Source: an optimization exercise on an open RTL-to-GDS flow (aim: small area, a short achievable clock period and few clock cycles). Production flows keep margins and buffers that such runs may drop. The RTL was checked by simulation tests, not by an equivalence proof against the original design. Power and IR drop assume default switching activity.

## build 16
## fpc_compress
module fpc_compress (
    input  wire        clk,
    input  wire        rst,           
    input  wire        start,
    input  wire        cfg_w8,        
    output wire        start_ready,
    input  wire        in_valid,
    output wire        in_ready,
    input  wire [63:0] in_data,
    input  wire        in_last,
    output reg         out_valid,
    input  wire        out_ready,
    output reg  [63:0] out_data,
    output reg  [3:0]  out_bytes,
    output reg         out_last
);
    localparam [7:0] LEVEL = 8'd4;
    localparam [7:0] BYTE_ORDER = 8'd0;
    reg stall_r;
    wire run = !stall_r;
    wire stall_nx;
    reg        act;           
    reg        w8_cur;
    reg        par;           
    reg        first_pend;    
    reg        pad_pend;      
    reg        in_rdy_r, st_rdy_r;
    reg        i_vld, i_w8, i_e2, i_first, i_fin;
    reg [63:0] i_v;
    assign start_ready = st_rdy_r;
    assign in_ready    = in_rdy_r;
    wire start_go = start && st_rdy_r;
    wire in_go    = in_valid && in_rdy_r;
    wire pad_go   = pad_pend && run;
    wire act_nx   = start_go ? 1'b1 : (in_go && in_last) ? 1'b0 : act;
    wire pad_nx   = (in_go && in_last) ? !par : pad_go ? 1'b0 : pad_pend;
    wire i_vld_nx = run ? (in_go || pad_go) : i_vld;
    wire i_fin_nx = run ? (pad_go || (in_go && in_last && par)) : i_fin;
    always @(posedge clk) begin
        if (rst) begin
            act      <= 1'b0;
            pad_pend <= 1'b0;
            i_vld    <= 1'b0;
            in_rdy_r <= 1'b0;
            st_rdy_r <= 1'b1;
        end else begin
            act      <= act_nx;
            pad_pend <= pad_nx;
            in_rdy_r <= act_nx && !stall_nx && !(i_vld_nx && i_fin_nx);
            st_rdy_r <= !act_nx && !(pad_nx && stall_nx);
            if (start_go) begin
                w8_cur     <= cfg_w8;
                par        <= 1'b0;
                first_pend <= 1'b1;
            end
            if (in_go) begin
                par        <= !par;
                first_pend <= 1'b0;
            end
            i_vld <= i_vld_nx;
            i_fin <= i_fin_nx;
            if (run) begin
                i_w8    <= w8_cur;
                i_e2    <= pad_go || par;
                i_first <= first_pend;
  ...
For scale: roughly 8400 cells after synthesis, about 2900 flip-flops, ~140 I/O pins, ~0.12 mm2 of cells after synthesis.
export LEC_CHECK = 0
export CAP_MARGIN = 20
export CORE_MARGIN = 2
export CORE_UTILIZATION = 40
export PLACE_DENSITY = 0.6
export SLEW_MARGIN = 20
create_clock -name core_clock -period 11.0 [get_ports {clk}]
standard.sh (not shown) runs the stock make flow with config.mk's settings and CLKGATE_MAP_FILE= SYNTH_SCRIPT=/design/flow/synth_recipe.tcl, a recipe that flattens the netlist after the stock synthesis.
==> flow/flow/run.sh <==
#!/bin/bash
set -euo pipefail
bash standard.sh SETUP_SLACK_MARGIN=7 finish > standard.log 2>&1
Testbench counts of build 16, summed over its fixed seeds: cycles 8,162.
[inputs] build 54 vs build 16
- CTS_BUF_LIST now sky130_fd_sc_hd__clkbuf_16, previously not set
- CTS_CLUSTER_DIAMETER now 50, previously not set
- CTS_CLUSTER_SIZE now 25, previously not set
==> flow/flow/run.sh <==
#!/bin/bash
set -euo pipefail
bash standard.sh SETUP_SLACK_MARGIN=7.5 finish > standard.log 2>&1
[summary]
Build 54 -> build 16: sink count of the clock tree delta 0, exact match. Amount of wire on met2 after detailed routing in build 54 vs build 16: down about 0.44%. Fraction of area in registers down 1.1 points in build 54 wrt build 16. Build 54 closes out successfully: all stages finished, all timing, DRC and antenna checks passed. In build 54, CTS buffer count is lower than in build 16. For clock-buffer cell count, dividing the value from build 54 by the value from build 16 gives 0.71. Cmp build 54 vs build 16: maximum frequency higher in build 54. Total power after layout: build 16 vs build 54, no meaningful difference. Of build 54 and build 16, the run reporting the higher vias after detailed routing was build 54.
Relative to build 54, the following input files were edited for build 13:
- clearing CTS_CLUSTER_SIZE, which used to be 25
- clearing CTS_CLUSTER_DIAMETER, which used to be 50
- clearing CTS_BUF_LIST, which used to be sky130_fd_sc_hd__clkbuf_16
[summary]
Looking at capturing element of the worst setup path, the out_data[57] result is from build 13; the out_data[63] one comes from build 54. Build 13 vs. build 54: tightest slew margin relative to the limit went down by 1.3 points. Summary of build 13 over build 54: met1 demand-to-capacity share in global routing picked up an extra 0.31 points, design area picked up an extra about 0.34%, signed area change from the synthesized netlist to the final layout picked up an extra 0.39 points, clock network power share picked up an extra 0.6 points. Build 13 has less setup slack than build 54. Relative to build 54, detailed-route wire length on metal 1 increased by 2200 um in build 13. Going from build 54 to build 13, number of antenna cells inserted went down 5; post-layout instance count excluding filler cells +52.

## static timing again, ports no longer ideal
The flow's constraints put no driver on any port. The routed layouts listed below were extracted and timed again, unchanged, in two steps. Step 1 sets driving cells, clkbuf_16 on the clock port and buf_2 on the other inputs (assumed; they add their load-dependent delay and slew). Step 2 also shifts input and output timing later by t, the mid clock arrival at the registers, as if the neighbouring blocks saw the same clock. Slacks: ideal / step 1 / step 2; pairs: ideal / step 1.
run | t (ns) | setup slack, ns | worst setup path after step 2
build 16 | 0.950 | 7.035 / 6.973 / 6.155 | input to register
build 54 | 0.964 | 7.273 / 7.160 / 6.666 | input to register
build 13 | 0.927 | 7.259 / 7.169 / 6.652 | input to register
After both steps setup and hold are still met in every run listed. For build 16, which loses most, drivers alone change the setup slack by -0.062 ns; drivers and shift together by -0.880 ns.
